What follows belongs to an exercise in optimizing a design on an open flow for small area; a production flow would make more cautious choices. The RTL was checked by simulation tests, not by an equivalence proof against the original design. The flow treats the clock pin as an ideal source, which a real chip does not have. Power figures rest on the tool's default switching activity, not on a simulated workload.

// teatime_tpb
module teatime_tpb #(
    parameter QDIV       = 5,
    parameter TICK_DIV   = 8,
    parameter LONG_ADD   = 32,
    parameter LONG_SET   = 64,
    parameter ACTIVE_ADD = 1'b0,
    parameter ACTIVE_SET = 1'b0
) (
    input  wire        clk,
    input  wire        rst,
    input  wire        tb_en,
    input  wire        pd,
    output reg         sda_o,
    output reg         scl_o,
    input  wire        sda_in,
    input  wire        scl_in,
    input  wire [1:0]  btn_in,
    input  wire        host_valid,
    input  wire [31:0] host_word,
    output reg  [15:0] host_rdata,
    output wire [15:0] mem_addr,
    output wire        mem_re,
    output wire        mem_we,
    output wire [7:0]  mem_wdata,
    input  wire [7:0]  mem_rdata,
    output wire        irq_tick,
    output wire        irq_second,
    output wire        pending
);
    localparam [2:0] S_IDLE = 3'd0, S_ADDRESSING = 3'd1, S_WRITING = 3'd2,
                     S_READING = 3'd3, S_STOPPING = 3'd4;
    localparam [1:0] O_SUCCESS = 2'd0, O_IN_PROGRESS = 2'd1,
                     O_ARB_LOST = 2'd2, O_ADDR_NACK = 2'd3;
  ...
export LEC_CHECK = 0
export CAP_MARGIN = 20
export CORE_MARGIN = 2
export CORE_UTILIZATION = 78
export GPL_TIMING_DRIVEN = 0
export SLEW_MARGIN = 20
create_clock -name core_clock -period 10.0 [get_ports {clk}]
standard.sh (not shown) runs the stock make flow with config.mk's settings and CLKGATE_MAP_FILE= SYNTH_SCRIPT=/design/flow/synth_recipe.tcl, a recipe that flattens the netlist after the stock synthesis.
==> flow/flow/run.sh <==
#!/bin/bash
# Standard ORFS layout (standard.sh's make call and the standard flow's synthesis script),
# with these changes:
#  - synthesis maps the combinational logic with flow/area.abc
#    (flow/abc_override.tcl is sourced ahead of synth_recipe.tcl)
#  - the port buffers are buf_1 cells
#  - the clock reaches the flip-flops through six clkbuf_16 leaf buffers
#    (flow/leaf_buffers.tcl, run just before clock tree synthesis), and clock
#    tree synthesis builds only the tree from the clock port to them
set -euo pipefail
here=$(pwd)
cat flow/abc_override.tcl synth_recipe.tcl > my_synth.tcl
sed -e "s#SYNTH_SCRIPT=[^ ]*#SYNTH_SCRIPT=$here/my_synth.tcl#" standard.sh > my_standard.sh
export MY_ABC_SCRIPT=$here/flow/area.abc
export BUFFER_PORTS_ARGS="-buffer_cell sky130_fd_sc_hd__buf_1"
export PRE_CTS_TCL=$here/flow/leaf_buffers.tcl
export CTS_ARGS="-clk_nets clk -dont_use_dummy_load -buf_list {sky130_fd_sc_hd__clkbuf_8} -root_buf sky130_fd_sc_hd__clkbuf_8"
bash my_standard.sh > standard.log 2>&1
==> flow/flow/leaf_buffers.tcl <==
# Clock leaf buffers, run before clock tree synthesis: split the flip-flops on
# the clock net into nx strips by x, each strip into ny groups by y, and drive
# each group from its own buffer placed at the group's centre. Clock tree
# synthesis then builds the tree from the clock port to these buffers only.
proc tpb_leaf_buffers {nx ny cell} {
  set block [ord::get_db_block]
  set db [ord::get_db]
  set master [$db findMaster $cell]
  set clknet [$block findNet clk]
  set sinks {}
  foreach it [$clknet getITerms] {
    set inst [$it getInst]
    set loc [$inst getLocation]
    lappend sinks [list $it [lindex $loc 0] [lindex $loc 1]]
  }
  set n [llength $sinks]
  set byx [lsort -integer -index 1 $sinks]
  set groups {}
  for {set a 0} {$a < $nx} {incr a} {
    set strip [lrange $byx [expr {$a*$n/$nx}] [expr {($a+1)*$n/$nx - 1}]]
    set byy [lsort -integer -index 2 $strip]
    set m [llength $byy]
    for {set b 0} {$b < $ny} {incr b} {
      lappend groups [lrange $byy [expr {$b*$m/$ny}] [expr {($b+1)*$m/$ny - 1}]]
    }
  }
  set i 0
  foreach g $groups {
    set sx 0; set sy 0
    foreach s $g { incr sx [lindex $s 1]; incr sy [lindex $s 2] }
    set cx [expr {$sx / [llength $g]}]
    set cy [expr {$sy / [llength $g]}]
    set inst [odb::dbInst_create $block $master "clkleaf_$i"]
    set net [odb::dbNet_create $block "clkleaf_net_$i"]
    $net setSigType CLOCK
    foreach s $g {
      set it [lindex $s 0]
      $it disconnect
      $it connect $net
    }
    [$inst findITerm X] connect $net
    [$inst findITerm A] connect $clknet
    $inst setLocation $cx $cy
    $inst setPlacementStatus PLACED
    incr i
  }
  puts "tpb_leaf_buffers: $n sinks in [llength $groups] groups"
}

tpb_leaf_buffers 2 3 sky130_fd_sc_hd__clkbuf_16
detailed_placement
Other scripts of this flow, unchanged in this note and not shown: flow/flow/abc_override.tcl, flow/flow/area.abc
The baseline completed without violations.
==> next run, changes <==
--- a/flow/flow/run.sh
+++ b/flow/flow/run.sh
@@ -7,3 +7 @@
-#  - the clock reaches the flip-flops through six clkbuf_16 leaf buffers
-#    (flow/leaf_buffers.tcl, run just before clock tree synthesis), and clock
-#    tree synthesis builds only the tree from the clock port to them
+#  - clock tree synthesis uses small clock buffers and no dummy loads
@@ -16,2 +14 @@
-export PRE_CTS_TCL=$here/flow/leaf_buffers.tcl
-export CTS_ARGS="-clk_nets clk -dont_use_dummy_load -buf_list {sky130_fd_sc_hd__clkbuf_8} -root_buf sky130_fd_sc_hd__clkbuf_8"
+export CTS_ARGS="-sink_clustering_enable -repair_clock_nets -dont_use_dummy_load -buf_list {sky130_fd_sc_hd__clkbuf_4 sky130_fd_sc_hd__clkbuf_8} -root_buf sky130_fd_sc_hd__clkbuf_8"
--- a/flow/config.mk
+++ b/flow/config.mk
@@ -11 +10,0 @@
-export GPL_TIMING_DRIVEN = 0
removed: flow/flow/leaf_buffers.tcl
The new run finished clean.
Wire length climbs by 5.3%.
Die area is unchanged.
Final area climbs by 0.87%.
Total power climbs by 3.2%.
Fmax climbs by 0.68%.
Critical path depth drops by 2.
Global-route usage climbs by 2.9 points.
Sequential cell count is unchanged.
Combinational power climbs by about 3%.
Cell count climbs by 1.2%.
Via count climbs by 3.2%.
==> next run, changes <==
--- a/flow/flow/run.sh
+++ b/flow/flow/run.sh
@@ -7 +7,3 @@
-#  - clock tree synthesis uses small clock buffers and no dummy loads
+#  - the clock reaches the flip-flops through six clkbuf_16 leaf buffers
+#    (flow/leaf_buffers.tcl, run just before clock tree synthesis), and clock
+#    tree synthesis builds only the tree from the clock port to them
@@ -14 +16,2 @@
-export CTS_ARGS="-sink_clustering_enable -repair_clock_nets -dont_use_dummy_load -buf_list {sky130_fd_sc_hd__clkbuf_4 sky130_fd_sc_hd__clkbuf_8} -root_buf sky130_fd_sc_hd__clkbuf_8"
+export PRE_CTS_TCL=$here/flow/leaf_buffers.tcl
+export CTS_ARGS="-clk_nets clk -dont_use_dummy_load -buf_list {sky130_fd_sc_hd__clkbuf_8 sky130_fd_sc_hd__clkbuf_16} -root_buf sky130_fd_sc_hd__clkbuf_16"
==> flow/flow/leaf_buffers.tcl (new file) <==
# Clock leaf buffers, run before clock tree synthesis: split the flip-flops on
# the clock net into nx strips by x, each strip into ny groups by y, and drive
# each group from its own buffer placed at the group's centre. Clock tree
# synthesis then builds the tree from the clock port to these buffers only.
proc tpb_leaf_buffers {nx ny cell} {
  set block [ord::get_db_block]
  set db [ord::get_db]
  set master [$db findMaster $cell]
  set clknet [$block findNet clk]
  set sinks {}
  foreach it [$clknet getITerms] {
    set inst [$it getInst]
    set loc [$inst getLocation]
    lappend sinks [list $it [lindex $loc 0] [lindex $loc 1]]
  }
  set n [llength $sinks]
  set byx [lsort -integer -index 1 $sinks]
  set groups {}
  for {set a 0} {$a < $nx} {incr a} {
    set strip [lrange $byx [expr {$a*$n/$nx}] [expr {($a+1)*$n/$nx - 1}]]
    set byy [lsort -integer -index 2 $strip]
    set m [llength $byy]
    for {set b 0} {$b < $ny} {incr b} {
      lappend groups [lrange $byy [expr {$b*$m/$ny}] [expr {($b+1)*$m/$ny - 1}]]
    }
  }
  set i 0
  foreach g $groups {
    set sx 0; set sy 0
    foreach s $g { incr sx [lindex $s 1]; incr sy [lindex $s 2] }
    set cx [expr {$sx / [llength $g]}]
    set cy [expr {$sy / [llength $g]}]
    set inst [odb::dbInst_create $block $master "clkleaf_$i"]
    set net [odb::dbNet_create $block "clkleaf_net_$i"]
    $net setSigType CLOCK
    foreach s $g {
      set it [lindex $s 0]
      $it disconnect
      $it connect $net
    }
    [$inst findITerm X] connect $net
    [$inst findITerm A] connect $clknet
    $inst setLocation $cx $cy
    $inst setPlacementStatus PLACED
    incr i
  }
  puts "tpb_leaf_buffers: $n sinks in [llength $groups] groups"
}

tpb_leaf_buffers 2 3 sky130_fd_sc_hd__clkbuf_16
detailed_placement
The new run completed without violations.
Final area hardly moves.
Worst setup slack improved by 0.21 ns.
Wire length is lower by 1.7%.
Worst hold slack improved by 0.0065 ns.
Via count shrinks by 1.9%.
Total power is about the same.
Sequential power barely changes.
Synthesized cell count does not change.
==> next run, changes <==
--- a/flow/flow/run.sh
+++ b/flow/flow/run.sh
@@ -7,3 +7 @@
-#  - the clock reaches the flip-flops through six clkbuf_16 leaf buffers
-#    (flow/leaf_buffers.tcl, run just before clock tree synthesis), and clock
-#    tree synthesis builds only the tree from the clock port to them
+#  - clock tree synthesis uses small clock buffers and no dummy loads
@@ -16,2 +14 @@
-export PRE_CTS_TCL=$here/flow/leaf_buffers.tcl
-export CTS_ARGS="-clk_nets clk -dont_use_dummy_load -buf_list {sky130_fd_sc_hd__clkbuf_8 sky130_fd_sc_hd__clkbuf_16} -root_buf sky130_fd_sc_hd__clkbuf_16"
+export CTS_ARGS="-sink_clustering_enable -repair_clock_nets -dont_use_dummy_load -buf_list {sky130_fd_sc_hd__clkbuf_4 sky130_fd_sc_hd__clkbuf_8} -root_buf sky130_fd_sc_hd__clkbuf_8"
--- a/flow/config.mk
+++ b/flow/config.mk
@@ -10,0 +11 @@
+export GPL_TIMING_DRIVEN = 0
removed: flow/flow/leaf_buffers.tcl
After rerunning: The changed run completed with no timing, DRC or antenna violations. Wire length drops slightly. Synthesized cell count stays the same. Total power drops slightly. Synthesized area stays the same. Sequential share of layout area barely changes. Die area is unchanged. Setup slack loses 0.26 ns. Hold slack stays flat.

## separate check: timing with driven ports
No port has a modelled driver above. Below, the same layouts with a new extraction and two added sets of constraints.
Step 1, drivers: a clkbuf_16 drives clk and a buf_2 each remaining input, both assumed.
Step 2 adds t to the input delays and takes it off the output delays; t is the mean of the earliest and latest rising clock arrival at the registers after step 1. Input paths then give back, and output paths get back, about the clock's delay inside the block.
Three values: ideal ports, drivers, drivers and shift; two values: the first two.
run | t (ns) | setup WS [ns] | worst hold slack (ns)
the first run | 0.488 | 2.566 / 2.545 / 2.545 | 0.465 / 0.465 / 0.465
the second run | 0.471 | 2.616 / 2.590 / 2.590 | 0.461 / 0.461 / 0.461
the third run | 0.479 | 2.829 / 2.803 / 2.803 | 0.468 / 0.468 / 0.468
the fourth run | 0.467 | 2.569 / 2.548 / 2.548 | 0.466 / 0.466 / 0.466
After both steps setup and hold are still met in every run listed.
